Optimization exercise on an open flow, not production practice.
RTL: at most simulated, not proved equivalent.
Clock network not from TritonCTS: every run shown here.
The clock port is an ideal driver here.
Power: default activity.

--- flow/run.sh ---
#!/bin/bash
# Own layout flow: the standard flow (standard.sh) with three changes:
#  - synthesis: synth_recipe.tcl unchanged except that Yosys's abc call uses
#    an area-oriented ABC script (flow/area.abc); registers are untouched;
#  - port buffers are buf_1 cells (BUFFER_PORTS_ARGS);
#  - the clock tree is one level of clkbuf_8 cells fed by the clock port,
#    each driving one spatial quarter of the registers (flow/cts_single.tcl).
set -e
HERE=$(pwd)
{
  head -n 1 synth_recipe.tcl
  cat <<TCL
proc abc {args} {
  set i [lsearch \$args -script]
  if {\$i >= 0} { lset args [expr {\$i+1}] $HERE/flow/area.abc }
  yosys abc {*}\$args
}
TCL
  tail -n +2 synth_recipe.tcl
} > my_synth.tcl
sed "s#SYNTH_SCRIPT=[^ ]*#SYNTH_SCRIPT=$HERE/my_synth.tcl#" standard.sh > my_standard.sh
grep -q "SYNTH_SCRIPT=$HERE/my_synth.tcl" my_standard.sh
export BUFFER_PORTS_ARGS="-buffer_cell sky130_fd_sc_hd__buf_1"
export PRE_CTS_TCL=$HERE/flow/cts_single.tcl
export MY_CTS_NCLUST=4
bash my_standard.sh > $HERE/standard.log 2>&1
--- flow/area.abc ---
strash
balance -l; resub -K 6 -l; rewrite -l; resub -K 6 -N 2 -l; refactor -l; resub -K 8 -l; balance -l; resub -K 8 -N 2 -l; rewrite -l; resub -K 10 -l; rewrite -z -l; resub -K 10 -N 2 -l; balance -l; resub -K 12 -l; refactor -z -l; resub -K 12 -N 2 -l; rewrite -z -l; balance -l
&get -n
&st
&dch -f
&nf -R 1000 -a
&put
topo
dnsize
--- flow/cts_single.tcl ---
# Replace TritonCTS by a one-level clock tree: the clock port drives a few
# clkbuf cells directly, each driving one spatial cluster of the clock sinks.
rename clock_tree_synthesis _orig_clock_tree_synthesis
proc clock_tree_synthesis { args } {
  set nclust 4
  if { [info exists ::env(MY_CTS_NCLUST)] } { set nclust $::env(MY_CTS_NCLUST) }
  set bufname sky130_fd_sc_hd__clkbuf_8
  if { [info exists ::env(MY_CTS_BUF)] } { set bufname $::env(MY_CTS_BUF) }
  set block [ord::get_db_block]
  set db [ord::get_db]
  set master [$db findMaster $bufname]
  set clknet [$block findNet clk]
  # sinks with their pin locations
  set sinks {}
  foreach it [$clknet getITerms] {
    set inst [$it getInst]
    set box [$inst getBBox]
    set x [expr {([$box xMin] + [$box xMax]) / 2}]
    set y [expr {([$box yMin] + [$box yMax]) / 2}]
    lappend sinks [list $it $x $y]
  }
  # balanced split: by x into halves, each half by y into halves (for 4)
  set groups [list $sinks]
  set axis 1
  while { [llength $groups] < $nclust } {
    set ng {}
    foreach g $groups {
      set s [lsort -integer -index $axis $g]
      set h [expr {[llength $s] / 2}]
      lappend ng [lrange $s 0 [expr {$h - 1}]] [lrange $s $h end]
    }
    set groups $ng
    set axis [expr {3 - $axis}]
  }
  set k 0
  foreach g $groups {
    set newnet [odb::dbNet_create $block clknet_leaf_${k}_clk]
    $newnet setSigType CLOCK
    set sx 0
    set sy 0
    foreach s $g {
      set it [lindex $s 0]
      set sx [expr {$sx + [lindex $s 1]}]
      set sy [expr {$sy + [lindex $s 2]}]
      $it disconnect
      $it connect $newnet
    }
    set n [llength $g]
    set buf [odb::dbInst_create $block $master clkbuf_leaf_${k}_clk]
    [$buf findITerm A] connect $clknet
    [$buf findITerm X] connect $newnet
    $buf setLocation [expr {$sx / $n}] [expr {$sy / $n}]
    $buf setPlacementStatus PLACED
    puts "clock buffer $k drives $n sinks"
    incr k
  }
  set_propagated_clock [all_clocks]
}
--- standard.sh ---
#!/bin/bash
# synth_recipe.tcl (not shown) runs the flow's synth.tcl, then flattens the netlist and writes it again
# the make line also repeats each setting of config.mk as NAME=value (left out here)
make -C /OpenROAD-flow-scripts/flow DESIGN_CONFIG=/design/flow/config.mk WORK_HOME=/design/flow/orfs CLKGATE_MAP_FILE= SYNTH_SCRIPT=/design/flow/synth_recipe.tcl "${@:-finish}"
--- config.mk ---
export PLATFORM = sky130hd
export DESIGN_NAME = slpe_rx
export DESIGN_NICKNAME = slpe_rx
export VERILOG_FILES = /design/flow/design.v
export SDC_FILE = /design/flow/constraint.sdc
export NUM_CORES = 4
export LEC_CHECK = 0
export CAP_MARGIN = 20
export CORE_MARGIN = 2
export CORE_UTILIZATION = 65
export PLACE_DENSITY = 0.75
export SLEW_MARGIN = 20
--- constraint.sdc ---
create_clock -name core_clock -period 5.0 [get_ports {clk}]
set_input_delay 1.0000 -clock core_clock [delete_from_list [all_inputs] [get_ports {clk}]]
set_output_delay 1.0000 -clock core_clock [all_outputs]
set_load 0.01 [all_outputs]
--- design.v ---
module slpe_rx (
    input  wire       clk,
    input  wire       rst,
    input  wire       start,
    input  wire       rx_valid,
    input  wire [7:0] rx_data,
    output wire       busy,
    output wire       tx_valid,
    output wire [7:0] tx_data,
    output reg        pl_valid,
    output wire [7:0] pl_data,
    output wire       pl_commit,
    output wire       pl_discard,
    output wire       done,
    output wire       ok,
    output reg  [2:0] retries
);
    localparam [4:0] S_IDLE = 5'h0A, S_IDLEK = 5'h05, S_IDLEE = 5'h07,
                     S_POLL = 5'h03, S_ENQ = 5'h06, S_ACK = 5'h08,
                     S_ACK2 = 5'h0F, S_DCHK = 5'h01, S_NAK = 5'h00,
                     S_RETN = 5'h0B, S_RETE = 5'h04, S_ERROR = 5'h0E,
                     S_ENDK = 5'h02, S_ENDE = 5'h0C;
    localparam [4:0] S_STXA = 5'h10, S_STX = 5'h1E, S_LEN = 5'h1D,
                     S_CMD0 = 5'h11, S_CMD1 = 5'h1C, S_CMD2 = 5'h15,
                     S_EXT0 = 5'h1A, S_EXT1 = 5'h14, S_EXT2 = 5'h16,
                     S_FN0 = 5'h12, S_FN1 = 5'h1F, S_FN2 = 5'h1B,
                     S_FN3 = 5'h13, S_DATA = 5'h18, S_ETX = 5'h19,
                     S_CS = 5'h17;
    reg  [4:0]  st;
    reg  [7:0]  lb;         
    reg  [6:0]  tmr;        
    reg         div, mid;
    reg  [10:0] rem;        
    reg  [7:0]  crc;
    reg  [7:0]  fr;         
    reg         fm;         
    wire s_idle = (st == S_IDLE) || (st == S_IDLEK) || (st == S_IDLEE);
    assign busy       = !s_idle;
    assign done       = (st == S_IDLEK) || (st == S_IDLEE);
    assign ok         = (st == S_IDLEK);
    assign pl_commit  = (st == S_DCHK);
    assign pl_discard = (st == S_RETN) || (st == S_ENDE);
    assign tx_valid   = (st == S_STXA) || (st == S_DCHK) || (st == S_RETN);
    assign pl_data    = lb;
    assign tx_data    = {3'b000, pl_discard, 1'b0, 1'b1, ~pl_discard, pl_discard};
    wire fs      = st[4];                  
    wire tmo     = fs && !rx_valid && (tmr == 7'b1001011);
    wire [6:0] tmr_n = {tmr[5:0], ~(tmr[6] ^ tmr[5])};
    wire [7:0] cx = crc ^ rx_data;
    reg  [7:0] cn;
    integer i;
    always @(*) begin
        cn = cx;
        for (i = 0; i < 8; i = i + 1)
            cn = cn[7] ? ((cn << 1) ^ 8'h07) : (cn << 1);
    end
    wire crc_ok = (cx == 8'h00);
    wire [10:0] e11    = {rem[2:0], rx_data};
    wire        isdata = (st == S_DATA);
    wire [10:0] kterm  = div ? (isdata ? 11'd13 : 11'd12) : (isdata ? 11'd6 : 11'd5);
    wire        z      = (rem == kterm);
    wire        fcin   = (st == S_FN1) ? (rx_data == 8'hFF) : 1'b1;
    wire [8:0]  fcy;
    assign fcy[0] = fcin;
    genvar g;
    generate for (g = 0; g < 8; g = g + 1) begin : g_finc
        assign fcy[g+1] = fcy[g] & lb[g];
    end endgenerate
    wire [8:0]  finc   = {fcy[8], lb ^ fcy[7:0]};
    wire [11:0] rby;
    assign rby[0] = 1'b1;
    generate for (g = 0; g < 11; g = g + 1) begin : g_rdec
        assign rby[g+1] = rby[g] & ~rem[g];
    end endgenerate
    wire [10:0] rem_dec = rem ^ rby[10:0];
    wire        feq    = (rx_data == fr);
    wire        stx    = (st == S_STX) || (st == S_STXA);
    wire        fnum   = (st == S_FN0) || (st == S_FN1) || (st == S_FN2) || (st == S_FN3);
    always @(posedge clk) begin
        if (rx_valid)
            lb <= rx_data;
        if (!fs || rx_valid)
            tmr <= 7'd0;
        else
            tmr <= tmr_n;
        if (stx)
            crc <= 8'h00;
        else if (rx_valid)
            crc <= cn;
        if (fnum && rx_valid) begin
            fr <= finc[7:0];
            fm <= (st == S_FN1) ? ~finc[8] : (fm & feq);
        end
        pl_valid <= 1'b0;
        case (st)
        S_IDLE, S_IDLEK, S_IDLEE: if (start) begin
            retries <= 3'd0;
            mid     <= 1'b0;
            st      <= S_POLL;
        end else
            st      <= S_IDLE;
        S_POLL: if (rx_valid) st <= S_ENQ;
        S_ENQ: if (!rx_valid) begin
            if (lb == 8'h05)      st <= S_ACK;
            else if (lb == 8'h15) st <= S_POLL;
            else                  st <= S_RETE;
        end
        S_ACK: st <= S_STXA;
        S_STXA, S_STX:
               if (tmo) st <= S_ERROR;
               else if (rx_valid) st <= (rx_data == 8'h02) ? S_LEN : S_NAK;
               else st <= S_STX;
        S_LEN: if (tmo) st <= S_ERROR;
               else if (rx_valid) begin
                   div <= 1'b0;
                   rem <= {3'b000, rx_data};
                   st  <= (rx_data >= 8'd5 && rx_data != 8'hFF) ? S_CMD0 : S_NAK;
               end
        S_CMD0, S_CMD1: if (tmo) st <= S_ERROR;
               else if (rx_valid) begin
                   pl_valid <= !mid;
                   st <= (st == S_CMD0) ? S_CMD1 : S_CMD2;
               end
        S_CMD2: if (tmo) st <= S_ERROR;
               else if (rx_valid) begin
                   pl_valid <= !mid;
                   st <= (rem[7:0] == 8'hFE) ? S_EXT0 : (z ? S_ETX : S_DATA);
               end
        S_EXT0: if (tmo) st <= S_ERROR;
                else if (rx_valid) begin
                    div <= (rx_data != 8'h00);
                    st  <= S_EXT1;
                end
        S_EXT1: if (tmo) st <= S_ERROR;
                else if (rx_valid) begin
                    rem <= {rem[2:0], rx_data};
                    div <= div | (rx_data[7:3] != 5'd0);
                    st  <= S_EXT2;
                end
        S_EXT2: if (tmo) st <= S_ERROR;
                else if (rx_valid) begin
                    rem <= {rem[2:0], rx_data};
                    if (mid || div || e11 > 11'd1032) begin
                        div <= 1'b1;
                        st  <= (div || e11 < 11'd12 || e11 > 11'd1036) ? S_NAK : S_FN0;
                    end else
                        st  <= (e11 < 11'd5) ? S_NAK : (e11 == 11'd5) ? S_ETX : S_DATA;
                end
        S_FN0, S_FN1, S_FN2: if (tmo) st <= S_ERROR;
                else if (rx_valid)
                    st <= (st == S_FN0) ? S_FN1 : (st == S_FN1) ? S_FN2 : S_FN3;
        S_FN3: if (tmo) st <= S_ERROR;
                else if (rx_valid)
                    st <= z ? S_ETX : S_DATA;
        S_DATA: if (tmo) st <= S_ERROR;
                else if (rx_valid) begin
                    pl_valid <= 1'b1;
                    rem      <= rem_dec;
                    if (z) st <= S_ETX;
                end
        S_ETX: if (tmo) st <= S_ERROR;
               else if (rx_valid) st <= (rx_data == 8'h03) ? S_CS : S_NAK;
        S_CS: if (tmo) st <= S_NAK;
              else if (rx_valid) st <= crc_ok ? S_ACK2 : S_NAK;
        S_ACK2: st <= S_DCHK;
        S_DCHK: if (div && !fm) begin
                    mid <= 1'b1;
                    st  <= S_POLL;
                end else
                    st  <= S_ENDK;
        S_NAK: st <= S_RETN;
        S_RETN, S_RETE: begin
            retries <= {retries[2] ^ (retries[1] & retries[0]), retries[1] ^ retries[0], ~retries[0]};
            st      <= retries[2] ? S_ERROR : S_POLL;
        end
        S_ERROR: st <= S_ENDE;
        S_ENDK:  st <= S_IDLEK;
        S_ENDE:  st <= S_IDLEE;
        default: st <= S_IDLE;
        endcase
        if (rst) begin
            st       <= S_IDLE;
            retries  <= 3'd0;
            pl_valid <= 1'b0;
        end
    end
endmodule
==> run summary, run 1 <==
- The period utilization is 74.8%.
- The signal on the critical path passes through and2_0 -> nand3_1 -> and3_1 -> nand4_1 -> nor2_1 -> and2_0 -> o41ai_1 -> a2111oi_0 -> o21bai_1.
- The CTS clock-pin slew for the worst setup and hold paths is 100 ps.
- The number of ports placed on the die boundary is 38.
- The data required time at the worst endpoint is 5090 ps.
- The worst setup path is captured at a register.
- After filler insertion, the fill cell instance count of the layout stands at 418.
- Counting flops with a built-in enable in the synthesized netlist gives 30.
- Data arrives at the worst endpoint at 3830 ps.
- The post-route netlist has 1.64% of its cells at a drive strength greater than 1.
- Setup repair after global routing left no endpoint under its margin.
- The relative slew slack is 37.4%.
- For this run, the number of Yosys warnings is 1.
- At the end of routability-driven placement, the weighted congestion stood at 1.03.
- In this run the biggest area consumer among cell types represents 26.3% of the synthesized area.
- The overall routed net length is 8850 um.
- Based on the critical path, the design can be clocked at up to 0.267 GHz.
- Power spread over the standard cell area amounts to 412 nW/um^2.
- The number of instances in the synthesized netlist is 394.
- The synthesized design spends more area on one cell type than any other, namely sky130_fd_sc_hd__edfxtp_1.
- The min-delay analysis places its worst path in the category register to register.
- For flop-to-flop paths, the worst setup slack is 1260 ps.
- After synthesis the cells add up to 3420 um^2.
- The overall die width is 76.6 um.
- The worst register-to-register path ends at st[1].
- After Yosys synthesis, XOR and XNOR cells account for 6.14% of the synthesized area.
- Setup total negative slack on the finished layout was measured at 0 ps.
- The post-route standard cell area excluding fillers is 3670 um^2.
- The first-pass GRT wire length is 14500 um.
- In this run, post-CTS repair resized a total of 0 instances.
- After synthesis, the share of cell area in mux cells is 0%.
- For this block, the via count after detailed routing is 3180.
- The portion of the post-synthesis area used by sequential elements is 40.4%.
- Once detailed placement completed, the half-perimeter wirelength came to 6600 um.
- Once placement finished, the instance area stood at 3600 um^2.
- The clock latency at the later pin of the worst-skew pair is 150 ps.
- Across the VDD grid, the largest voltage drop is 0.329 mV.
- Entering global routing, the biggest net connects 31 pins.
- The number of hold violations in the final report is 0.
- For this run, the post-layout net count is 465.
- The standard cell with the maximum stage delay on the critical path is sky130_fd_sc_hd__o41ai_1.
- Summing the areas of all fa, ha and maj instances in the mapped netlist gives 8.41% of the synthesized area.
- The area growth from synthesis to final layout is 7.09%.
- The startpoint of the worst setup timing path is st[4].
- The combined global-route utilization of all metal layers is 30.0%.
- The first detailed-routing pass took 6 iterations.
- The setup fix buffers added after clock tree synthesis is 0.
- Counting instances, the worst hold path has a depth of 2.
- The flow ran to the end and the layout has no timing, DRC or antenna violations.
- The average instance in the mapped netlist occupies 8.69 um^2.
- Max-cap violations in this run came to 0.
- The critical path's largest stage delay is 910 ps.
- By startpoint and endpoint, the worst setup path is classified as register to register.
- After layout, the design draws a total of 0.00151 W.
- For the finished layout, the period the worst path requires is 3740 ps.
- For this design the static power due to leakage is 1.37 nW.
- For the pin with the worst max-slew slack, the measured transition is 939 ps.
- The cell seen most often among critical-path stages is sky130_fd_sc_hd__and2_0.
- The clock arrives with 15.0 ps of skew.
- The most used flip-flop cell after synthesis is sky130_fd_sc_hd__edfxtp_1.
- In the post-synthesis netlist, the biggest area contributors are sky130_fd_sc_hd__edfxtp_1, sky130_fd_sc_hd__dfxtp_1, sky130_fd_sc_hd__ha_1.
- The synthesized netlist devotes 15.1% of its cell area to compound gates.
- The initial detailed-routing violation count is 625.
- STA classifies the critical path startpoint as a register.
- The die covers 5860 um^2.
- The via count of the first global-routing pass is 2895.
- The initialized floorplan defines 26 standard-cell rows.
- The post-synthesis register bit count is 54.
- The critical path endpoint is st[1].
- The worst-path maximum fanout is 29.
- Setup violations remaining at the end of the flow were counted as 0.
- The number of antenna diodes in the final layout is 0.
- The overall die height is 76.6 um.
- Once the floorplan was initialized, standard cells occupied 67.0% of the core.
- The count of pins over their slew limit is 0.
- The number of hold buffers added after CTS was 0.
- Dividing the detail-routed via count by the number of cells gives 6.39.
- The sum of overflow across all layers after global routing is 0.
- The share of synthesized cell area in and, or, nand and nor gates is 25.5%.
- The number of buffer cells added on primary ports is 32.
- The area of the core is 5110 um^2.
- The combinational family with the most area after synthesis is simple AND/OR/NAND/NOR gates.
- The worst reg2reg path depth is 9.
- The antenna violation net count after detailed routing is 0.
- The reg-to-reg critical path startpoint is st[4].
- The wire length per cell is 17.8 um.
- The number of antenna violations at the first check in global routing is 0.
- In the synthesized netlist the async set-or-reset flop fraction comes to 0%.
- After detailed routing, the number of remaining DRC violations is 0.
- The number of different library cells in the post-synthesis netlist is 43.
[final cells by class]
class                           count  area [um^2]  share of cell area, %
Multi-Input combinational cell    311         1910                   52.2
Sequential cell                    54         1380                   37.7
Timing Repair Buffer               34          135                   3.69
Inverter                           25         93.8                   2.56
Tap cell                           70         87.6                   2.39
Buffer                              4         55.1                   1.50
[registers in the layout, summed over array words and instances, names as in the netlist]
| register | cells |
|---|---|
| rem | 11 |
| st | 5 |
| pl_valid | 1 |
| lb | 8 |
| retries | 3 |
| fr | 8 |
| mid | 1 |
| crc | 8 |
| div | 1 |
| fm | 1 |
| tmr | 7 |
[power by group]
group | total [W] | internal (W) | switching (W)
Clock | 0.000186 | 0.0000738 | 0.000112
Sequential | 0.000625 | 0.000542 | 0.0000837
Combinational | 0.000698 | 0.000275 | 0.000423
Total | 0.00151 | 0.000891 | 0.000619
[critical path, delay by kind of cell, from the launching register on]
kind / cells / cell delay (ps)
DFF: 1 / 900
and+or+nand+nor: 6 / 1460
AOI/OAI and AO/OA: 3 / 1300
[cell families after synthesis]
logic type / count (synthesis)
XOR/XNOR: 24
flip-flops: 54
AO/OA/AOI/OAI: 82
buffers and inverters: 32
adder cells (fa/ha/maj): 23
AND/OR/NAND/NOR: 177
other: 2
[Yosys cell counts, drive strengths merged (3+ instances only)]
library cell / count
a31oi: 5
o211ai: 3
buf: 7
nor2: 40
and2: 13
xor2: 11
edfxtp: 30
o2bb2ai: 3
xnor2: 13
a211oi: 7
nor2b: 7
nand2: 40
ha: 23
clkinv: 25
nand4: 12
nand3: 21
dfxtp: 24
nor4: 12
o22ai: 7
or2: 3
a21oi: 21
o21ai: 21
and3: 5
nor3: 16
[metrics by stage]
step | hold WS [ps] | setup slack (ps) | utilization [%] | std cells
after floorplan | 423 | 1840 | - | 397
after global placement | 433 | 1150 | 70.6 | 494
after detailed placement | 446 | 1150 | 70.6 | 494
after CTS | 465 | 1300 | 71.7 | 498
after global routing | 493 | 943 | 71.8 | 498
final | 460 | 1260 | 71.8 | 498
[cell usage in the layout, fill, tap and decap left out, types with 11 or more instances in the layout]
cell type / n
sky130_fd_sc_hd__ha_1: 23
sky130_fd_sc_hd__xnor2_1: 13
sky130_fd_sc_hd__a21oi_1: 21
sky130_fd_sc_hd__o21ai_0: 21
sky130_fd_sc_hd__edfxtp_1: 30
sky130_fd_sc_hd__xor2_1: 11
sky130_fd_sc_hd__dfxtp_1: 24
sky130_fd_sc_hd__and2_0: 13
sky130_fd_sc_hd__nand4_1: 12
sky130_fd_sc_hd__nand3_1: 21
sky130_fd_sc_hd__nor3_1: 16
sky130_fd_sc_hd__buf_1: 32
sky130_fd_sc_hd__nor4_1: 12
sky130_fd_sc_hd__nand2_1: 40
sky130_fd_sc_hd__nor2_1: 40
sky130_fd_sc_hd__clkinv_1: 25
[layer usage]
| metal | routed length [um] | part of all wire, % | vias up | track usage [%] |
|---|---|---|---|---|
| li1 | - | - | 1509 | - |
| met2 | 4130 | 47 | 200 | 48.3 |
| met3 | 875 | 9.9 | 22 | 4.86 |
| met4 | 157 | 1.8 | 0 | 5.27 |
| met1 | 3690 | 42 | 1449 | 43.4 |
| met5 | 0 | 0 | - | 0 |
[worst min-delay path by stage]
stage            from     end  slack (ps)
2_1_floorplan  tmr[4]  tmr[5]         420
3_3_place_gp   tmr[4]  tmr[5]         430
3_5_place_dp   tmr[3]  tmr[4]         450
4_1_cts        tmr[6]  tmr[0]         470
5_1_grt        tmr[6]  tmr[0]         490
6_report       tmr[6]  tmr[0]         460
==> run 2: changes to the inputs <==
--- a/design.v
+++ b/design.v
@@ -15,17 +15,17 @@
     output wire       ok,
     output reg  [2:0] retries
 );
-    localparam [4:0] S_IDLE = 5'h0A, S_IDLEK = 5'h05, S_IDLEE = 5'h07,
-                     S_POLL = 5'h03, S_ENQ = 5'h06, S_ACK = 5'h08,
-                     S_ACK2 = 5'h0F, S_DCHK = 5'h01, S_NAK = 5'h00,
-                     S_RETN = 5'h0B, S_RETE = 5'h04, S_ERROR = 5'h0E,
-                     S_ENDK = 5'h02, S_ENDE = 5'h0C;
-    localparam [4:0] S_STXA = 5'h10, S_STX = 5'h1E, S_LEN = 5'h1D,
-                     S_CMD0 = 5'h11, S_CMD1 = 5'h1C, S_CMD2 = 5'h15,
-                     S_EXT0 = 5'h1A, S_EXT1 = 5'h14, S_EXT2 = 5'h16,
-                     S_FN0 = 5'h12, S_FN1 = 5'h1F, S_FN2 = 5'h1B,
-                     S_FN3 = 5'h13, S_DATA = 5'h18, S_ETX = 5'h19,
-                     S_CS = 5'h17;
+    localparam [4:0] S_IDLE = 5'h01, S_IDLEK = 5'h07, S_IDLEE = 5'h06,
+                     S_POLL = 5'h0C, S_ENQ = 5'h0D, S_ACK = 5'h02,
+                     S_ACK2 = 5'h09, S_DCHK = 5'h04, S_NAK = 5'h0B,
+                     S_RETN = 5'h05, S_RETE = 5'h0E, S_ERROR = 5'h03,
+                     S_ENDK = 5'h0A, S_ENDE = 5'h08;
+    localparam [4:0] S_STXA = 5'h16, S_STX = 5'h1D, S_LEN = 5'h1F,
+                     S_CMD0 = 5'h12, S_CMD1 = 5'h10, S_CMD2 = 5'h11,
+                     S_EXT0 = 5'h1E, S_EXT1 = 5'h15, S_EXT2 = 5'h17,
+                     S_FN0 = 5'h13, S_FN1 = 5'h1B, S_FN2 = 5'h19,
+                     S_FN3 = 5'h14, S_DATA = 5'h18, S_ETX = 5'h1A,
+                     S_CS = 5'h1C;
     reg  [4:0]  st;
     reg  [7:0]  lb;         
     reg  [6:0]  tmr;        
@@ -44,7 +44,7 @@
     assign pl_data    = lb;
     assign tx_data    = {3'b000, pl_discard, 1'b0, 1'b1, ~pl_discard, pl_discard};
     wire fs      = st[4];                  
-    wire tmo     = fs && !rx_valid && (tmr == 7'b1001011);
+    wire tmo     = fs && !rx_valid && !tmr[6] && tmr[5] && !tmr[4] && !tmr[1] && tmr[0];
     wire [6:0] tmr_n = {tmr[5:0], ~(tmr[6] ^ tmr[5])};
     wire [7:0] cx = crc ^ rx_data;
     reg  [7:0] cn;
@@ -80,7 +80,7 @@
         if (rx_valid)
             lb <= rx_data;
         if (!fs || rx_valid)
-            tmr <= 7'd0;
+            tmr <= 7'b0001000;
         else
             tmr <= tmr_n;
         if (stx)
--- a/flow/run.sh
+++ b/flow/run.sh
@@ -1,7 +1,9 @@
 #!/bin/bash
 # Own layout flow: the standard flow (standard.sh) with three changes:
 #  - synthesis: synth_recipe.tcl unchanged except that Yosys's abc call uses
-#    an area-oriented ABC script (flow/area.abc); registers are untouched;
+#    an area-oriented ABC script (flow/area.abc) and that adders are left to
+#    ABC instead of being extracted into half-adder cells; registers are
+#    untouched;
 #  - port buffers are buf_1 cells (BUFFER_PORTS_ARGS);
 #  - the clock tree is one level of clkbuf_8 cells fed by the clock port,
 #    each driving one spatial quarter of the registers (flow/cts_single.tcl).
@@ -10,6 +12,7 @@
 {
   head -n 1 synth_recipe.tcl
   cat <<TCL
+proc extract_fa {args} { puts "extract_fa skipped" }
 proc abc {args} {
   set i [lsearch \$args -script]
   if {\$i >= 0} { lset args [expr {\$i+1}] $HERE/flow/area.abc }
==> flow/area.abc (replaced) <==
strash
balance -l; resub -K 6 -l; rewrite -l; resub -K 6 -N 2 -l; refactor -l; resub -K 8 -l; balance -l; resub -K 8 -N 2 -l; rewrite -l; resub -K 10 -l; rewrite -z -l; resub -K 10 -N 2 -l; balance -l; resub -K 12 -l; refactor -z -l; resub -K 12 -N 2 -l; rewrite -z -l; balance -l
&get -n
&st
&synch2
&nf -R 1000 -a
&put
strash
balance -l; resub -K 6 -l; rewrite -l; resub -K 6 -N 2 -l; refactor -l; resub -K 8 -l; balance -l; resub -K 8 -N 2 -l; rewrite -l; resub -K 10 -l; rewrite -z -l; resub -K 10 -N 2 -l; balance -l; resub -K 12 -l; refactor -z -l; resub -K 12 -N 2 -l; rewrite -z -l; balance -l
&get -n
&st
&dch -f
&nf -R 1000 -a
&put
topo
dnsize
==> run 2 against run 1 <==
Effect of this change:
- sequential share of layout area increased by 2.2 points
- critical path depth decreased by 2
- area after synthesis decreased by 6.0%
- highest routed layer unchanged
- synthesized cell count decreased by 5.3%
- setup slack improved by 210 ps
- combinational power increased by 0.9%
- clock skew increased by 2.3 ps
- total power increased by 0.78%
==> run summary, run 2 <==
- The flow ran to the end and the layout has no timing, DRC or antenna violations.
- The capturing element type of the critical path is an output pin.
- The transition time at the pin with the least slew margin came to 723 ps (-216 ps).
- The mean instance size in the synthesized netlist is 8.63 um^2 (-0.70%).
- The sum of overflow across all layers after global routing is 0 (unchanged).
- STA classifies the critical path startpoint as a register.
- The number of buffer cells added on primary ports is 32 (unchanged).
- The number of nets in the finished design was 422 (-9.2%).
- The number of hold violations in the final report is 0 (unchanged).
- The highest clock frequency the design can meet is 0.283 GHz (+5.8%).
- The shortest period the worst path allows was 3530 ps (-206 ps).
- Setup repair after global routing left no endpoint under its margin.
- The combined global-route utilization of all metal layers is 32.4% (+2.4 points).
- The number of flip-flops under the largest register name came to 11 (unchanged).
- The number of instances in the synthesized netlist is 373 (-5.3%).
- The via count is 3073 (-3.4%).
- By area the synthesized netlist is led by sky130_fd_sc_hd__edfxtp_1, sky130_fd_sc_hd__dfxtp_1, sky130_fd_sc_hd__xnor2_1.
- The maximum number of pins on one net before global-route repair came to 32 (+3.2%).
- Ranked by instance count, the synthesized netlist is headed by sky130_fd_sc_hd__nor2_1, sky130_fd_sc_hd__nand2_1, sky130_fd_sc_hd__edfxtp_1.
- The fraction of final layout cells sized beyond drive strength 1 was 1.96% (+0.33 points).
- The initial detailed-routing violation count is 452 (-28%).
- The dominant register cell in the synthesized netlist is sky130_fd_sc_hd__edfxtp_1.
- The hold-fix buffer count after cts was 0 (unchanged).
- The overall routed net length is 8460 um (-4.4%).
- The initial core utilization came to 67.7% (+0.66 points).
- The worst-path maximum fanout was 10 (-66%).
- The number of warnings printed during yosys synthesis was 1 (unchanged).
- The first-pass iteration count of the detailed router is 7 (+1).
- The period utilization is 70.7% (-4.1 points).
- The die outline area came to 5530 um^2 (-5.7%).
- The power per cell area came to 439 nW/um^2 (+6.6%).
- The leakage power figure is 1.13 nW (-18%).
- The antenna violation net count after detailed routing is 0 (unchanged).
- The reg-to-reg setup timing slack is 1620 ps (+360 ps).
- The worst-case setup slack after placement was 1390 ps (+243 ps).
- The number of ports placed on the die boundary is 38 (unchanged).
- The count of pins over their slew limit is 0 (unchanged).
- The worst path arrival time came to 2530 ps (-1300 ps).
- The register bank with the most flops is rem.
- The sum of net half-perimeters after detailed placement is 6240 um (-5.5%).
- The relative slew slack is 51.3% (+14 points).
- The library cell used most frequently in the layout, excluding fill and tap cells, is sky130_fd_sc_hd__nor2_1.
- The most frequently used cell type in the post-synthesis netlist is sky130_fd_sc_hd__nor2_1.
- The via count of the first global-routing pass was 2893 (-0.069%).
- The vias per cell was 6.47 (+1.3%).
- The overall die width is 74.4 um (-2.9%).
- The mapped cell area is 3220 um^2 (-6.0%).
- The wire length per cell was 17.8 um (+0.22%).
- The overall die height came to 74.4 um (-2.9%).
- The post-synthesis async set-or-reset flop share was 0% (unchanged).
- The largest clock skew in the final design is 17.3 ps (+2.30 ps).
- The post-synthesis register bit count is 54 (unchanged).
- The count of cells resized by post-cts repair was 0 (unchanged).
- The data required time at the worst endpoint was 4000 ps (-1090 ps).
- The total power is 0.00152 W (+0.78%).
- Relative to the synthesized area, the layout overhead comes to 7.66%.
- The number of synthesized flops with an enable pin is 30 (unchanged).
- The setup fix buffers added after clock tree synthesis is 0 (unchanged).
- The utilization after layout is 72.9% (+1.1 points).
- The number of rows created at floorplan was 25 (-3.8%).
- The critical path in this run is classified as register to output pin.
- The peak supply drop was 0.349 mV (+5.8%).
- The number of inserted diodes is 0 (unchanged).
- The weighted congestion reported at the end of routability-driven placement came to 1.04 (+1.4%).
- The biggest area contributor in the post-synthesis netlist is sky130_fd_sc_hd__edfxtp_1.
- The number of max-capacitance violations reported came to 0 (unchanged).
- The first-pass GRT wire length came to 14100 um (-2.9%).
- The area share of the largest cell type after synthesis is 28.0% (+1.7 points).
- The number of different library cells in the post-synthesis netlist is 48 (+12%).
- The number of antenna violations at the first check in global routing is 0 (unchanged).
- The final setup violation count is 0 (unchanged).
- The CTS clock-pin slew for the worst setup and hold paths came to 100 ps (about the same).
- The clock latency at the later pin of the worst-skew pair is 150 ps (about the same).
- The smallest setup slack after layout is 1470 ps (+206 ps).
- The portion of the post-synthesis area used by sequential elements came to 42.9% (+2.6 points).
- The min-delay analysis places its worst path in the category register to register.
- The DRC violation count after routing was 0 (unchanged).
- In the layout the commonest cells are sky130_fd_sc_hd__nor2_1, sky130_fd_sc_hd__nand2_1, sky130_fd_sc_hd__buf_1, sky130_fd_sc_hd__edfxtp_1, sky130_fd_sc_hd__a21oi_1.
- The summed negative setup slack over all endpoints was 0 ps (unchanged).
- The area of the core came to 4750 um^2 (-6.9%).
run 2: through the flow:
| stage | cell area (um^2) | cells | hold WS [ps] |
|---|---|---|---|
| floorplan | 3230 | 376 | 386 |
| global placement | 3410 | 471 | 406 |
| detailed placement | 3410 | 471 | 421 |
| CTS | 3460 | 475 | 442 |
| global route | 3460 | 475 | 460 |
| finish | 3460 | 475 | 437 |
run 2: final timing paths:
kind               start         end  cells past startpoint
setup / recovery   st[0]  tx_data[1]                      7
hold / removal    tmr[2]      tmr[3]                      1
setup reg to reg   st[3]       st[3]                     10
hold reg to reg   tmr[2]      tmr[3]                      1
run 2: kinds of logic after synthesis:
| kind of cell | synth area share (%) |
|---|---|
| AOI/OAI and AO/OA | 19.8 |
| xor gates and xnor gates | 9.25 |
| buffers and inverters | 3.85 |
| DFF | 42.9 |
| muxes | 0.311 |
| other | 0.233 |
| and+or+nand+nor | 23.6 |
run 2: final cells by class:
type | instances | area [um^2]
fill | 391 | 1290
buffer | 4 | 55.1
sequential | 54 | 1380
multi-input combinational | 296 | 1730
timing repair buffer | 35 | 143
tap | 67 | 83.8
inverter | 19 | 71.3
run 2: layer usage:
metal	track usage (%)	wire (um)
met1	44.8	3540
met2	52.6	3960
met3	5.83	742
met4	9.33	223
met5	0	0
run 2: critical path: stages (launching register included):
cell and delay, ps:
sky130_fd_sc_hd__dfxtp_1 580, sky130_fd_sc_hd__clkinv_1 260, sky130_fd_sc_hd__nor2_1 440, sky130_fd_sc_hd__a22o_1 280, sky130_fd_sc_hd__nor2b_1 410, sky130_fd_sc_hd__o21a_1 220
sky130_fd_sc_hd__clkinv_1 70, sky130_fd_sc_hd__buf_1 120
run 2: power by group:
part	switching, W	internal [W]	leakage [nW]
clock network	0.000108	0.0000736	0.0288
registers	0.0000880	0.000548	0.479
logic	0.000432	0.000272	0.617
total	0.000628	0.000893	1.13
==> run 3: changes to the inputs <==
--- a/design.v
+++ b/design.v
@@ -15,17 +15,17 @@
     output wire       ok,
     output reg  [2:0] retries
 );
-    localparam [4:0] S_IDLE = 5'h01, S_IDLEK = 5'h07, S_IDLEE = 5'h06,
-                     S_POLL = 5'h0C, S_ENQ = 5'h0D, S_ACK = 5'h02,
-                     S_ACK2 = 5'h09, S_DCHK = 5'h04, S_NAK = 5'h0B,
-                     S_RETN = 5'h05, S_RETE = 5'h0E, S_ERROR = 5'h03,
-                     S_ENDK = 5'h0A, S_ENDE = 5'h08;
-    localparam [4:0] S_STXA = 5'h16, S_STX = 5'h1D, S_LEN = 5'h1F,
-                     S_CMD0 = 5'h12, S_CMD1 = 5'h10, S_CMD2 = 5'h11,
-                     S_EXT0 = 5'h1E, S_EXT1 = 5'h15, S_EXT2 = 5'h17,
-                     S_FN0 = 5'h13, S_FN1 = 5'h1B, S_FN2 = 5'h19,
-                     S_FN3 = 5'h14, S_DATA = 5'h18, S_ETX = 5'h1A,
-                     S_CS = 5'h1C;
+    localparam [4:0] S_IDLE = 5'h0C, S_IDLEK = 5'h07, S_IDLEE = 5'h0F,
+                     S_POLL = 5'h06, S_ENQ = 5'h03, S_ACK = 5'h02,
+                     S_ACK2 = 5'h05, S_DCHK = 5'h0B, S_NAK = 5'h01,
+                     S_RETN = 5'h0A, S_RETE = 5'h09, S_ERROR = 5'h04,
+                     S_ENDK = 5'h00, S_ENDE = 5'h08;
+    localparam [4:0] S_STXA = 5'h1E, S_STX = 5'h19, S_LEN = 5'h10,
+                     S_CMD0 = 5'h1D, S_CMD1 = 5'h18, S_CMD2 = 5'h1C,
+                     S_EXT0 = 5'h1B, S_EXT1 = 5'h17, S_EXT2 = 5'h1F,
+                     S_FN0 = 5'h13, S_FN1 = 5'h14, S_FN2 = 5'h15,
+                     S_FN3 = 5'h11, S_DATA = 5'h12, S_ETX = 5'h16,
+                     S_CS = 5'h1A;
     reg  [4:0]  st;
     reg  [7:0]  lb;         
     reg  [6:0]  tmr;        
@@ -37,7 +37,7 @@
     wire s_idle = (st == S_IDLE) || (st == S_IDLEK) || (st == S_IDLEE);
     assign busy       = !s_idle;
     assign done       = (st == S_IDLEK) || (st == S_IDLEE);
-    assign ok         = (st == S_IDLEK);
+    assign ok         = ~st[3];
     assign pl_commit  = (st == S_DCHK);
     assign pl_discard = (st == S_RETN) || (st == S_ENDE);
     assign tx_valid   = (st == S_STXA) || (st == S_DCHK) || (st == S_RETN);
--- a/flow/run.sh
+++ b/flow/run.sh
@@ -26,4 +26,6 @@
 export BUFFER_PORTS_ARGS="-buffer_cell sky130_fd_sc_hd__buf_1"
 export PRE_CTS_TCL=$HERE/flow/cts_single.tcl
 export MY_CTS_NCLUST=4
+export REMOVE_ABC_BUFFERS=1
+export SKIP_REPAIR_TIE_FANOUT=1
 bash my_standard.sh > $HERE/standard.log 2>&1
--- a/config.mk
+++ b/config.mk
@@ -8,5 +8,6 @@
 export CAP_MARGIN = 20
 export CORE_MARGIN = 2
 export CORE_UTILIZATION = 65
+export GPL_TIMING_DRIVEN = 0
 export PLACE_DENSITY = 0.75
 export SLEW_MARGIN = 20
==> run 3 against run 2 <==
Effect of this change:
- via count is 0.75% lower
- sequential power is 3% lower
- clock power hardly changed
- core utilization is 0.68 points lower
- register-to-register slack worse by 630 ps
- sequential share of layout area is 0.64 points higher
- routed wire length is 4.1% lower
- first-iteration DRC count is 5.5% higher
- fmax is 15% lower
- total power is 7.6% lower
- final area is 1.6% lower
- critical path type unchanged
- critical endpoint is now tx_valid
==> run summary, run 3 <==
- The run finished with no timing, DRC or antenna violations.
- The standard cell area after detailed placement came to 3350 um^2 (-1.8%).
- Among cell families on the critical path, the largest total delay comes from simple AND/OR/NAND/NOR gates.
- The relative slew slack is 42.7% (-8.7 points).
- The die outline area is 5490 um^2 (-0.70%).
- The worst path arrival time is 3180 ps (+650 ps).
- The largest clock skew in the final design is 14.4 ps (-2.85 ps).
- The reg-to-reg setup timing slack is 990 ps (-630 ps).
- The via count was 3050 (-0.75%).
- The most utilized layer in the global route result is met2.
- The slowest stage of the critical path is the sky130_fd_sc_hd__dfxtp_1 cell.
- The critical path is of the register to output pin type.
- The mean instance size in the synthesized netlist is 8.52 um^2 (-1.3%).
- The critical path's largest stage delay is 550 ps (-30 ps).
- Relative to the synthesized area, the layout overhead comes to 6.74%.
- The worst hold slack across all endpoints is 438 ps (+1.25 ps).
- The number of instances in the synthesized netlist is 375 (+0.54%).
- The area share of the largest cell type after synthesis is 28.2% (+0.21 points).
- The number of antenna violations at the first check in global routing is 0 (unchanged).
- The highest clock frequency the design can meet is 0.239 GHz (-15%).
- The post-route standard cell area excluding fillers is 3410 um^2 (-1.6%).
- The library cell occupying the most area in the post-synthesis netlist is sky130_fd_sc_hd__edfxtp_1.
- The worst-case setup slack after placement came to 668 ps (-720 ps).
- The worst min-delay path category is register to register.
- The setup fix buffers added after clock tree synthesis was 0 (unchanged).
- The number of flip-flops under the largest register name was 11 (unchanged).
- The CTS clock-pin slew for the worst setup and hold paths is 90 ps (about the same).
- The transition time at the pin with the least slew margin was 857 ps (+133 ps).
- Leaving out fill and tap cells, the most frequent cell in the layout is sky130_fd_sc_hd__nor2_1.
- The peak supply drop came to 0.349 mV (about the same).
- The met2 track demand over resource in global routing is 49.6% (-3.0 points).
- The clock latency at the later pin of the worst-skew pair is 150 ps (about the same).
- The period utilization came to 83.6% (+13 points).
- The compound-cell area share of the yosys netlist is 17.9% (-1.9 points).
- In this run the critical register-to-register path is launched from st[4].
- The vias per cell is 6.46 (-0.12%).
- The number of buffer cells added on primary ports is 32 (unchanged).
- The multiplexer fraction of the synthesized cell area was 0% (-0.31 points).
- The weighted congestion reported at the end of routability-driven placement came to 1.02 (-2.7%).
- The number of ports placed on the die boundary is 38 (unchanged).
- The leakage power figure is 1.11 nW (-0.98%).
- The data required time at the worst endpoint is 4000 ps (about the same).
- The worst-path maximum fanout was 13 (+3).
- The launching element type of the critical path is a register.
- The overall die height was 74.1 um (-0.35%).
- The portion of the post-synthesis area used by sequential elements was 43.2% (+0.32 points).
- The most frequently used cell type in the post-synthesis netlist is sky130_fd_sc_hd__nor2_1.
- The number of rows created at floorplan is 25 (unchanged).
- The capturing element type of the critical path is an output pin.
- The combinational family with the most area after synthesis is simple AND/OR/NAND/NOR gates.
- Setup repair after global routing left no endpoint under its margin.
- The maximum number of pins on one net before global-route repair was 32 (unchanged).
- The hold-fix buffer count after cts is 0 (unchanged).
- The overall routed net length is 8110 um (-4.1%).
- The adder and majority gate portion of the synthesized area came to 0% (unchanged).
- The post-synthesis share of cell area spent on xor and xnor gates is 9.05% (-0.21 points).
- The power per cell area is 412 nW/um^2 (-6.1%).
- The mapped cell area is 3190 um^2 (-0.74%).
- The smallest setup slack after layout is 821 ps (-645 ps).
- The number of max-capacitance violations reported was 0 (unchanged).
- Traced cell by cell, the critical path runs through clkinv_1 -> nand2_1 -> nor2_1 -> nand2_1 -> nand3_1 -> or4_1 -> nor2_1 -> clkinv_1 -> a21boi_0 -> buf_1.
- The sum of overflow across all layers after global routing is 0 (unchanged).
- The antenna violation net count after detailed routing is 0 (unchanged).
- The worst reg2reg path depth is 13 (+3).
- The initial detailed-routing violation count is 477 (+5.5%).
- The summed negative setup slack over all endpoints is 0 ps (unchanged).
- The count of cells resized by post-cts repair came to 0 (unchanged).
- The total power is 0.00141 W (-7.6%).
- The shortest period the worst path allows is 4180 ps (+645 ps).
- The number of synthesized flops with an enable pin is 30 (unchanged).
- The count of pins over their slew limit is 0 (unchanged).
- Yosys attributes the largest share of cell area to sky130_fd_sc_hd__edfxtp_1, sky130_fd_sc_hd__dfxtp_1, sky130_fd_sc_hd__nor2_1.
- The post-synthesis register bit count is 54 (unchanged).
- The DRC violation count after routing is 0 (unchanged).
- The number of nets in the finished design is 419 (-0.71%).
- The startpoint identified for the worst hold timing path is tmr[3].
- The number of warnings printed during yosys synthesis came to 1 (unchanged).
- The sum of net half-perimeters after detailed placement is 6000 um (-3.8%).
- The met3 demand-to-capacity share in global routing is 3.52% (-2.3 points).
- The overall die width is 74.1 um (-0.35%).
- The number of different library cells in the post-synthesis netlist is 43 (-10%).
- For this run, the leading register cell type out of synthesis is sky130_fd_sc_hd__edfxtp_1.
- The met1 track demand over resource in global routing is 42.1% (-2.7 points).
- The area of the core came to 4720 um^2 (-0.66%).
- The worst hold path terminates at tmr[4].
- The fraction of final layout cells sized beyond drive strength 1 is 1.48% (-0.48 points).
- The combined global-route utilization of all metal layers came to 29.5% (-2.9 points).
- The top cell types in the final layout, fill and taps aside, are sky130_fd_sc_hd__nor2_1, sky130_fd_sc_hd__nand2_1, sky130_fd_sc_hd__buf_1, sky130_fd_sc_hd__edfxtp_1, sky130_fd_sc_hd__dfxtp_1.
- The endpoint of the lowest-slack register-to-register path is st[3].
- The number of inserted diodes is 0 (unchanged).
- The number of hold violations in the final report is 0 (unchanged).
- The critical path buffer and inverter count is 3 (unchanged).
- The share of synthesized cell area in and, or, nand and nor gates was 25.9% (+2.2 points).
- Sorting the synthesized cells by how often they occur yields sky130_fd_sc_hd__nor2_1, sky130_fd_sc_hd__nand2_1, sky130_fd_sc_hd__edfxtp_1.
- The post-synthesis async set-or-reset flop share came to 0% (unchanged).
- The via count of the first global-routing pass is 2702 (-6.6%).
- The initial core utilization came to 67.6% (about the same).
- The first-pass GRT wire length is 12800 um (-9.1%).
- The wire length per cell is 17.2 um (-3.5%).
- The worst hold path stage count is 1 (unchanged).
- The final setup violation count came to 0 (unchanged).
- The first-pass iteration count of the detailed router is 5 (-2).
- The register with the most flip-flops in the final layout is rem.
-- run 3: layer usage --
layer / vias up / wire (um)
met5: - / 0
met4: 0 / 96
met3: 13 / 747
met2: 188 / 3940
met1: 1422 / 3330
li1: 1427 / -
-- run 3: through the flow --
| step | std cells | util, % |
|---|---|---|
| 4_1_cts | 471 | 72.0 |
| 2_1_floorplan | 368 | - |
| 3_3_place_gp | 467 | 70.8 |
| 3_5_place_dp | 467 | 70.9 |
| 5_1_grt | 472 | 72.2 |
| 6_report | 472 | 72.2 |
-- run 3: cells by family after synthesis --
group,after synthesis
AO/OA/AOI/OAI,90
XOR/XNOR,33
buffers and inverters,25
flip-flops,54
other,2
AND/OR/NAND/NOR,171
-- run 3: worst max path at each step --
stage | from | endpoint | slack (ps) | cells after the start
6_report | st[3] | tx_valid | 820 | 10
4_1_cts | st[3] | tx_valid | 480 | 10
2_1_floorplan | st[3] | tx_valid | 1480 | 9
3_5_place_dp | st[3] | tx_valid | 670 | 10
5_1_grt | st[3] | tx_valid | 690 | 10
3_3_place_gp | st[3] | tx_valid | 610 | 10
-- run 3: where the power goes --
group / internal (W) / switching, W / total [W] / leakage, nW
Clock: 0.0000736 / 0.000108 / 0.000181 / 0.0288
Sequential: 0.000536 / 0.0000823 / 0.000619 / 0.477
Combinational: 0.000260 / 0.000346 / 0.000606 / 0.609
-- run 3: cell type report --
type	instances	area [um^2]
inverters	18	67.6
plain buffers	4	55.1
flip-flops and latches	54	1380
repair buffers	33	129
well taps	67	83.8
fillers	382	1310
multi-input cells	296	1690
-- run 3: worst register-to-register path: cells and delay by family (launching register included) --
| family | cells | cell delay [ps] |
|---|---|---|
| XOR/XNOR | 1 | 180 |
| AO/OA/AOI/OAI | 7 | 1690 |
| flip-flops | 1 | 720 |
| AND/OR/NAND/NOR | 5 | 1310 |
==> run 4: changes to the inputs <==
--- a/design.v
+++ b/design.v
@@ -15,17 +15,17 @@
     output wire       ok,
     output reg  [2:0] retries
 );
-    localparam [4:0] S_IDLE = 5'h0C, S_IDLEK = 5'h07, S_IDLEE = 5'h0F,
-                     S_POLL = 5'h06, S_ENQ = 5'h03, S_ACK = 5'h02,
-                     S_ACK2 = 5'h05, S_DCHK = 5'h0B, S_NAK = 5'h01,
-                     S_RETN = 5'h0A, S_RETE = 5'h09, S_ERROR = 5'h04,
-                     S_ENDK = 5'h00, S_ENDE = 5'h08;
-    localparam [4:0] S_STXA = 5'h1E, S_STX = 5'h19, S_LEN = 5'h10,
-                     S_CMD0 = 5'h1D, S_CMD1 = 5'h18, S_CMD2 = 5'h1C,
-                     S_EXT0 = 5'h1B, S_EXT1 = 5'h17, S_EXT2 = 5'h1F,
-                     S_FN0 = 5'h13, S_FN1 = 5'h14, S_FN2 = 5'h15,
-                     S_FN3 = 5'h11, S_DATA = 5'h12, S_ETX = 5'h16,
-                     S_CS = 5'h1A;
+    localparam [4:0] S_IDLE = 5'h0D, S_IDLEK = 5'h0E, S_IDLEE = 5'h08,
+                     S_POLL = 5'h03, S_ENQ = 5'h07, S_ACK = 5'h0F,
+                     S_ACK2 = 5'h02, S_DCHK = 5'h04, S_NAK = 5'h05,
+                     S_RETN = 5'h06, S_RETE = 5'h0C, S_ERROR = 5'h00,
+                     S_ENDK = 5'h01, S_ENDE = 5'h0A;
+    localparam [4:0] S_STXA = 5'h15, S_STX = 5'h1D, S_LEN = 5'h18,
+                     S_CMD0 = 5'h14, S_CMD1 = 5'h16, S_CMD2 = 5'h12,
+                     S_EXT0 = 5'h1A, S_EXT1 = 5'h1C, S_EXT2 = 5'h1E,
+                     S_FN0 = 5'h1F, S_FN1 = 5'h10, S_FN2 = 5'h13,
+                     S_FN3 = 5'h11, S_DATA = 5'h19, S_ETX = 5'h1B,
+                     S_CS = 5'h17;
     reg  [4:0]  st;
     reg  [7:0]  lb;         
     reg  [6:0]  tmr;        
@@ -37,12 +37,12 @@
     wire s_idle = (st == S_IDLE) || (st == S_IDLEK) || (st == S_IDLEE);
     assign busy       = !s_idle;
     assign done       = (st == S_IDLEK) || (st == S_IDLEE);
-    assign ok         = ~st[3];
+    assign ok         = st[1];
     assign pl_commit  = (st == S_DCHK);
     assign pl_discard = (st == S_RETN) || (st == S_ENDE);
     assign tx_valid   = (st == S_STXA) || (st == S_DCHK) || (st == S_RETN);
     assign pl_data    = lb;
-    assign tx_data    = {3'b000, pl_discard, 1'b0, 1'b1, ~pl_discard, pl_discard};
+    assign tx_data    = {3'b000, pl_discard, 1'b0, 1'b1, ~st[1], pl_discard};
     wire fs      = st[4];                  
     wire tmo     = fs && !rx_valid && !tmr[6] && tmr[5] && !tmr[4] && !tmr[1] && tmr[0];
     wire [6:0] tmr_n = {tmr[5:0], ~(tmr[6] ^ tmr[5])};
--- a/flow/run.sh
+++ b/flow/run.sh
@@ -6,7 +6,7 @@
 #    untouched;
 #  - port buffers are buf_1 cells (BUFFER_PORTS_ARGS);
 #  - the clock tree is one level of clkbuf_8 cells fed by the clock port,
-#    each driving one spatial quarter of the registers (flow/cts_single.tcl).
+#    each driving one spatial cluster of the registers (flow/cts_single.tcl).
 set -e
 HERE=$(pwd)
 {
--- a/flow/area.abc
+++ b/flow/area.abc
@@ -7,10 +7,7 @@
 &put
 strash
 balance -l; resub -K 6 -l; rewrite -l; resub -K 6 -N 2 -l; refactor -l; resub -K 8 -l; balance -l; resub -K 8 -N 2 -l; rewrite -l; resub -K 10 -l; rewrite -z -l; resub -K 10 -N 2 -l; balance -l; resub -K 12 -l; refactor -z -l; resub -K 12 -N 2 -l; rewrite -z -l; balance -l
-&get -n
-&st
-&dch -f
-&nf -R 1000 -a
-&put
+dch -f
+amap
 topo
 dnsize
--- a/flow/cts_single.tcl
+++ b/flow/cts_single.tcl
@@ -1,6 +1,18 @@
 # Replace TritonCTS by a one-level clock tree: the clock port drives a few
 # clkbuf cells directly, each driving one spatial cluster of the clock sinks.
 rename clock_tree_synthesis _orig_clock_tree_synthesis
+proc split_sinks { sinks n } {
+  if { $n <= 1 } { return [list $sinks] }
+  set xs [lsort -integer [lmap s $sinks {lindex $s 1}]]
+  set ys [lsort -integer [lmap s $sinks {lindex $s 2}]]
+  set axis 1
+  if { [lindex $ys end] - [lindex $ys 0] > [lindex $xs end] - [lindex $xs 0] } { set axis 2 }
+  set s [lsort -integer -index $axis $sinks]
+  set n1 [expr {$n / 2}]
+  set cut [expr {([llength $s] * $n1 + $n / 2) / $n}]
+  return [concat [split_sinks [lrange $s 0 [expr {$cut - 1}]] $n1] \
+                 [split_sinks [lrange $s $cut end] [expr {$n - $n1}]]]
+}
 proc clock_tree_synthesis { args } {
   set nclust 4
   if { [info exists ::env(MY_CTS_NCLUST)] } { set nclust $::env(MY_CTS_NCLUST) }
@@ -19,19 +31,9 @@
     set y [expr {([$box yMin] + [$box yMax]) / 2}]
     lappend sinks [list $it $x $y]
   }
-  # balanced split: by x into halves, each half by y into halves (for 4)
-  set groups [list $sinks]
-  set axis 1
-  while { [llength $groups] < $nclust } {
-    set ng {}
-    foreach g $groups {
-      set s [lsort -integer -index $axis $g]
-      set h [expr {[llength $s] / 2}]
-      lappend ng [lrange $s 0 [expr {$h - 1}]] [lrange $s $h end]
-    }
-    set groups $ng
-    set axis [expr {3 - $axis}]
-  }
+  # recursive bisection along the longer side, group sizes in proportion
+  # to the number of buffers each side gets
+  set groups [split_sinks $sinks $nclust]
   set k 0
   foreach g $groups {
     set newnet [odb::dbNet_create $block clknet_leaf_${k}_clk]
==> run 4 against run 3 <==
Effect of this change:
- still clean
- setup slack got worse by 220 ps
- die area decreased by 0.74%
- combinational power shrank 0.7%
- sequential share of layout area is 0.41 points higher
- synthesized cell count up 8.5%
- clock skew increased by 7.8 ps
- fmax is 4.9% lower
- cell count is 6.6% higher
- global-route usage shrank 1.1 points
- register-to-register slack better by 500 ps
- critical path type is now input pin to register
==> run summary, run 4 <==
- The flow ran to the end and the layout has no timing, DRC or antenna violations.
- Ranked by total cell area, the synthesized netlist is headed by sky130_fd_sc_hd__edfxtp_1, sky130_fd_sc_hd__dfxtp_1, sky130_fd_sc_hd__nor2_1.
- The reg-to-reg setup timing slack came to 1490 ps (+500 ps).
- The overall routed net length was 7790 um (-4.0%).
- The largest clock skew in the final design was 22.3 ps (+7.83 ps).
- The portion of total power attributed to sequential cells was 44.6% (+0.6 points).
- The power per cell area is 421 nW/um^2 (+2.1%).
- In this run the critical register-to-register path is captured at st[3].
- The vias per cell is 6.17 (-4.5%).
- The sum of net half-perimeters after detailed placement was 5840 um (-2.8%).
- The shortest period the worst path allows was 4390 ps (+216 ps).
- The number of filler instances in the final layout is 400 (+4.7%).
- The hold-fix buffer count after cts was 0 (unchanged).
- The initial core utilization was 67.1% (-0.53 points).
- The via count was 3103 (+1.7%).
- The data required time at the worst endpoint is 5050 ps (+1050 ps).
- The number of ports placed on the die boundary is 38 (unchanged).
- The reg-to-reg critical path startpoint is st[0].
- The initial detailed-routing violation count is 373 (-22%).
- The summed negative setup slack over all endpoints was 0 ps (unchanged).
- The setup fix buffers added after clock tree synthesis came to 0 (unchanged).
- The first-pass iteration count of the detailed router is 6 (+1).
- The first-pass GRT wire length was 12300 um (-4.0%).
- The flip-flop and latch area is 1380 um^2 (unchanged).
- The number of nets in the finished design came to 450 (+7.4%).
- The post-synthesis register bit count came to 54 (unchanged).
- The number of instances in the synthesized netlist is 407 (+8.5%).
- The transition time at the pin with the least slew margin is 989 ps (+132 ps).
- The relative slew slack is 34.1% (-8.6 points).
- The worst min-delay path category is register to register.
- The DRC violation count after routing is 0 (unchanged).
- The worst-path maximum fanout is 22 (+9).
- The portion of the post-synthesis area used by sequential elements is 43.6% (+0.34 points).
- The post-synthesis async set-or-reset flop share is 0% (unchanged).
- The register with the most flip-flops in the final layout is rem.
- The overall die width is 73.8 um (-0.37%).
- The leading cell type in the layout, fill and taps excluded is sky130_fd_sc_hd__nor2_1.
- The sum of overflow across all layers after global routing was 0 (unchanged).
- Sorting the synthesized cells by how often they occur yields sky130_fd_sc_hd__nor2_1, sky130_fd_sc_hd__clkinv_1, sky130_fd_sc_hd__a21oi_1.
- The standard cell with the maximum stage delay on the critical path is sky130_fd_sc_hd__buf_1.
- The number of different library cells in the post-synthesis netlist came to 40 (-7.0%).
- The fraction of final layout cells sized beyond drive strength 1 is 0.917% (-0.56 points).
- The count of pins over their slew limit is 0 (unchanged).
- The combined global-route utilization of all metal layers is 28.4% (-1.1 points).
- The number of max-capacitance violations reported is 0 (unchanged).
- The start-to-end type of the worst setup path is input pin to register.
- The multiplexer fraction of the synthesized cell area is 0% (unchanged).
- The worst hold path stage count came to 1 (unchanged).
- The multi-input gate area in the final layout is 1520 um^2 (-10%).
- The worst path arrival time is 4450 ps (+1270 ps).
- Leaving out fill and tap cells, the most frequent cells in the layout are sky130_fd_sc_hd__nor2_1, sky130_fd_sc_hd__clkinv_1, sky130_fd_sc_hd__a21oi_1, sky130_fd_sc_hd__buf_1, sky130_fd_sc_hd__nand2_1.
- The area of the core came to 4720 um^2 (unchanged).
- The wire length per cell is 15.5 um (-9.9%).
- The most used flip-flop cell after synthesis is sky130_fd_sc_hd__edfxtp_1.
- The switching share of total power is 41.2% (+3.0 points).
- The number of warnings printed during yosys synthesis is 1 (unchanged).
- The part of the power in the clock network is 13.0% (about the same).
- The weighted congestion reported at the end of routability-driven placement is 0.996 (-2.1%).
- The most frequently used cell type in the post-synthesis netlist is sky130_fd_sc_hd__nor2_1.
- The number of flip-flops under the largest register name is 11 (unchanged).
- The highest clock frequency the design can meet is 0.228 GHz (-4.9%).
- Summed over all instances, the cell type with the most area after synthesis is sky130_fd_sc_hd__edfxtp_1.
- The die outline area is 5450 um^2 (-0.74%).
- The capturing element type of the critical path is a register.
- The mapped cell area came to 3170 um^2 (-0.78%).
- The area share of the largest cell type after synthesis came to 28.4% (+0.22 points).
- The internal power summed over all cells came to 0.000836 W (-3.9%).
- The critical path's largest stage delay is 720 ps (+170 ps).
- The worst reg2reg path depth came to 11 (-2).
- The number of hold violations in the final report is 0 (unchanged).
- The final setup violation count came to 0 (unchanged).
- The number of synthesized flops with an enable pin is 30 (unchanged).
- The CTS clock-pin slew for the worst setup and hold paths is 80 ps (about the same).
- The compound-cell area share of the yosys netlist is 23.8% (+5.9 points).
- The overall die height was 73.8 um (-0.37%).
- The number of antenna violations at the first check in global routing is 0 (unchanged).
- The power dissipated by switching net loads is 0.000585 W (+9.1%).
- The number of inserted diodes was 0 (unchanged).
- After synthesis, the largest family of logic cells by area is simple AND/OR/NAND/NOR gates.
- The signal on the critical path passes through buf_1 -> clkinv_1 -> and3_1 -> nand4_1 -> clkinv_1 -> o31a_1 -> o22ai_1 -> a21oi_1 -> clkinv_1 -> nor3_1 -> a211oi_1.
- The worst setup path is launched from an input pin.
- The antenna violation net count after detailed routing is 0 (unchanged).
- The maximum number of pins on one net before global-route repair is 23 (-28%).
- The terminating pin of the worst hold path is tmr[3].
- The number of rows created at floorplan is 25 (unchanged).
- Setup repair after global routing left no endpoint under its margin.
- The period utilization is 87.9% (+4.3 points).
- From synthesis to final layout, the design area changed by 6.51%.
- The mean instance size in the synthesized netlist was 7.79 um^2 (-8.6%).
- The via count of the first global-routing pass came to 2688 (-0.52%).
- The clock latency at the later pin of the worst-skew pair is 160 ps (about the same).
- The count of cells resized by post-cts repair was 0 (unchanged).
- The adder and majority gate portion of the synthesized area is 0% (unchanged).
- The post-synthesis share of cell area spent on xor and xnor gates is 0% (-9.0 points).
- The combinational fraction of design power is 42.4% (-0.7 points).
- In this run the most critical hold path is launched from tmr[2].
- The number of buffer cells added on primary ports was 32 (unchanged).
- The leakage power figure is 1.08 nW (-3.4%).
- The worst hold slack across all endpoints is 417 ps (-21.3 ps).
- The share of synthesized cell area in and, or, nand and nor gates is 23.8% (-2.0 points).
- Counting stages on the worst path, the most repeated cell is sky130_fd_sc_hd__clkinv_1.
- The peak supply drop is 0.387 mV (+11%).
[run 4: layer usage]
metal	track usage (%)	vias to the layer above	routed length (um)
li1	-	1520	-
met1	39.5	1423	3300
met2	46.9	135	3610
met3	3.84	25	691
met4	7.27	0	193
met5	0	-	0
[run 4: logic make-up after synthesis]
kind of cell / after synthesis
simple gates: 171
buf+inv: 65
compound gates: 115
flops: 54
other cells: 2
[run 4: stage by stage]
step	total power [W]	std cells	setup WS [ps]	cell area (um^2)	util [%]
final	0.00142	503	605	3380	71.5
after global placement	0.00122	499	512	3320	70.3
after detailed placement	0.00122	499	487	3320	70.3
after floorplan	0.00107	400	2090	3120	-
after global routing	0.00151	503	225	3380	71.5
after CTS	0.00140	503	619	3380	71.5
[run 4: how the worst max path moves through the flow]
| stage | to | start | slack (ps) |
|---|---|---|---|
| 6_report | st[4] | rx_valid | 610 |
| 5_1_grt | st[4] | rx_valid | 220 |
| 4_1_cts | st[4] | rx_valid | 620 |
| 3_5_place_dp | st[4] | rx_valid | 490 |
| 3_3_place_gp | st[4] | rx_valid | 510 |
| 2_1_floorplan | pl_discard | st[1] | 2090 |
[run 4: power groups by stage]
stage | Sequential [W] | Combinational [W] | Clock, W
floorplan | 0.000622 | 0.000445 | 0
global placement | 0.000638 | 0.000582 | 0
detailed placement | 0.000640 | 0.000583 | 0
CTS | 0.000630 | 0.000586 | 0.000183
global route | 0.000645 | 0.000665 | 0.000198
finish | 0.000634 | 0.000602 | 0.000185
[run 4: worst max-delay path, delay by kind of cell]
| kind | cells | cell delay, ps |
|---|---|---|
| buffers and inverters | 4 | 1920 |
| AO/OA/AOI/OAI | 4 | 850 |
| AND/OR/NAND/NOR | 3 | 680 |
[run 4: cell type report]
class                      instances  share of cell area (%)
buffer                             4                    1.63
inverter                          58                    6.45
multi-input combinational        288                    45.0
sequential                        54                    40.9
tap                               67                    2.48
timing repair buffer              32                    3.56
==> run 5: changes to the inputs <==
--- a/flow/run.sh
+++ b/flow/run.sh
@@ -25,7 +25,7 @@
 grep -q "SYNTH_SCRIPT=$HERE/my_synth.tcl" my_standard.sh
 export BUFFER_PORTS_ARGS="-buffer_cell sky130_fd_sc_hd__buf_1"
 export PRE_CTS_TCL=$HERE/flow/cts_single.tcl
-export MY_CTS_NCLUST=4
+export MY_CTS_NCLUST=3
 export REMOVE_ABC_BUFFERS=1
 export SKIP_REPAIR_TIE_FANOUT=1
 bash my_standard.sh > $HERE/standard.log 2>&1
==> run 5 against run 4 <==
Effect of this change:
- clock skew decreased by 6.3 ps
- fmax barely moved
- first-iteration DRC count grew 23%
- global-route usage down 0.12 points
- clock power is 9.7% lower
- critical path type unchanged
- sequential share of layout area increased by 0.17 points
- still clean on timing, DRC and antenna
- critical endpoint unchanged
==> run summary, run 5 <==
- The number of instances in the synthesized netlist is 407 (unchanged).
- The antenna violation net count after detailed routing is 0 (unchanged).
- The DRC violation count after routing is 0 (unchanged).
- The worst-path maximum fanout is 22 (unchanged).
- The flow ran to the end and the layout has no timing, DRC or antenna violations.
- The relative slew slack is 33.8% (-0.27 points).
- The smallest setup slack after layout was 608 ps (+3.09 ps).
- The via count of the first global-routing pass is 2658 (-1.1%).
- The most frequently used cell type in the post-synthesis netlist is sky130_fd_sc_hd__nor2_1.
- The portion of the post-synthesis area used by sequential elements is 43.6% (unchanged).
- The worst reg2reg path depth is 10 (-1).
- The total power came to 0.00140 W (-1.5%).
- The highest clock frequency the design can meet was 0.228 GHz (about the same).
- The die outline area is 5450 um^2 (unchanged).
- The overall die height was 73.8 um (unchanged).
- In the synthesized netlist, the cells that appear most often are sky130_fd_sc_hd__nor2_1, sky130_fd_sc_hd__clkinv_1, sky130_fd_sc_hd__a21oi_1.
- The mapped cell area is 3170 um^2 (unchanged).
- The first-pass GRT wire length is 12200 um (-0.23%).
- The power dissipated by switching net loads was 0.000582 W (-0.50%).
- The worst-case setup slack after placement is 487 ps (unchanged).
- The data required time at the worst endpoint is 5090 ps (+40 ps).
- The combined global-route utilization of all metal layers is 28.3% (-0.12 points).
- The endpoint identified for the worst register-to-register timing path is st[4].
- The path with the worst hold slack has its endpoint at tmr[3].
- The number of filler instances in the final layout is 403 (+0.75%).
- Leaving out fill and tap cells, the most frequent cell in the layout is sky130_fd_sc_hd__nor2_1.
- The transition time at the pin with the least slew margin came to 993 ps (+4.04 ps).
- The number of antenna violations at the first check in global routing is 0 (unchanged).
- The dominant register cell in the synthesized netlist is sky130_fd_sc_hd__edfxtp_1.
- The leakage power figure is 1.07 nW (-0.67%).
- The power per cell area came to 416 nW/um^2 (-1.0%).
- rem holds more flip-flops than any other register.
- The number of hold violations in the final report is 0 (unchanged).
- The number of warnings printed during yosys synthesis came to 1 (unchanged).
- The switching share of total power is 41.6% (+0.40 points).
- The post-synthesis async set-or-reset flop share is 0% (unchanged).
- The worst setup path is of the input pin to register kind.
- The number of flip-flops under the largest register name was 11 (unchanged).
- The number of inserted diodes was 0 (unchanged).
- The worst hold path stage count came to 1 (unchanged).
- The area share of the largest cell type after synthesis is 28.4% (unchanged).
- The setup fix buffers added after clock tree synthesis came to 0 (unchanged).
- The CTS clock-pin slew for the worst setup and hold paths is 120 ps (+40 ps).
- The via count is 3130 (+0.87%).
- The worst register-to-register path begins at st[4].
- The shortest period the worst path allows is 4390 ps (-3.09 ps).
- The peak supply drop is 0.313 mV (-19%).
- The weighted congestion reported at the end of routability-driven placement is 0.996 (unchanged).
- The largest total area in the synthesized netlist belongs to sky130_fd_sc_hd__edfxtp_1.
- The capturing element type of the critical path is a register.
- The worst min-delay path category is register to register.
- Setup repair after global routing left no endpoint under its margin.
- The mean instance size in the synthesized netlist came to 7.79 um^2 (unchanged).
- The number of max-capacitance violations reported was 0 (unchanged).
- The overall routed net length is 7720 um (-0.86%).
- The wire length per cell is 15.4 um (-0.66%).
- The worst path arrival time came to 4480 ps (+30 ps).
- The area growth from synthesis to final layout is 6.08%.
- The clock latency at the later pin of the worst-skew pair is 170 ps (about the same).
- The summed negative setup slack over all endpoints is 0 ps (unchanged).
- The overall die width is 73.8 um (unchanged).
- The largest clock skew in the final design is 16.0 ps (-6.26 ps).
- The vias per cell is 6.24 (+1.1%).
- The initial core utilization is 67.1% (unchanged).
- The count of cells resized by post-cts repair is 0 (unchanged).
- The portion of total power attributed to sequential cells came to 45.3% (+0.7 points).
- The number of ports placed on the die boundary is 38 (unchanged).
- The reg-to-reg setup timing slack is 1490 ps (about the same).
- The initial detailed-routing violation count is 459 (+23%).
- The hold-fix buffer count after cts is 0 (unchanged).
- The number of different library cells in the post-synthesis netlist is 40 (unchanged).
-- run 5: cell counts after synthesis --
No cell type changed its count.
-- run 5: worst max-delay path by stage --
stage             start    endpoint  cells after the start
2_1_floorplan     st[1]  pl_discard                      4
3_3_place_gp   rx_valid       st[4]                     10
5_1_grt        rx_valid       st[4]                     11
3_5_place_dp   rx_valid       st[4]                     11
6_report       rx_valid       st[4]                     11
4_1_cts        rx_valid       st[4]                     11
-- run 5: cells by family (layout without fill, tap and decap cells) --
group	Yosys count	in the layout	synth area share [%]
buf+inv	65	93	8.53
flops	54	54	43.6
compound gates	115	115	23.8
simple gates	171	171	23.8
other cells	2	2	0.237
-- run 5: worst max-delay path: stages --
cell and delay (ps):
sky130_fd_sc_hd__buf_1 720, sky130_fd_sc_hd__clkinv_1 730, sky130_fd_sc_hd__and3_1 410, sky130_fd_sc_hd__nand4_1 220, sky130_fd_sc_hd__clkinv_1 340, sky130_fd_sc_hd__o31a_1 370, sky130_fd_sc_hd__o22ai_1 130, sky130_fd_sc_hd__a21oi_1 150
sky130_fd_sc_hd__clkinv_1 150, sky130_fd_sc_hd__nor3_1 60, sky130_fd_sc_hd__a211oi_1 210
-- run 5: metrics by stage --
step,hold WS [ps],util [%],cells
2_1_floorplan,384,-,400
3_3_place_gp,386,70.3,499
3_5_place_dp,402,70.3,499
4_1_cts,429,71.2,502
5_1_grt,437,71.2,502
6_report,427,71.2,502
-- run 5: area by class of cell --
cell class                      count  area, um^2  share of cell area, %
Sequential cell                    54        1380                   41.1
Tap cell                           67        83.8                   2.49
Timing Repair Buffer               32         120                   3.57
Multi-Input combinational cell    288        1520                   45.1
Buffer                              3        41.3                   1.23
Inverter                           58         218                   6.48
-- run 5: power by group through the flow --
stage               registers, W  clock network, W  logic [W]
floorplan               0.000622                 0   0.000445
global placement        0.000638                 0   0.000582
detailed placement      0.000640                 0   0.000583
CTS                     0.000630          0.000165   0.000587
global route            0.000645          0.000180   0.000667
finish                  0.000634          0.000167   0.000600
-- run 5: per-layer routing --
metal | track usage, % | vias to the layer above | share of wire (%)
met3 | 4.39 | 26 | 8.5
li1 | - | 1524 | -
met5 | 0 | - | 0
met2 | 46.1 | 152 | 46
met4 | 6.67 | 0 | 2.7
met1 | 39.7 | 1428 | 42
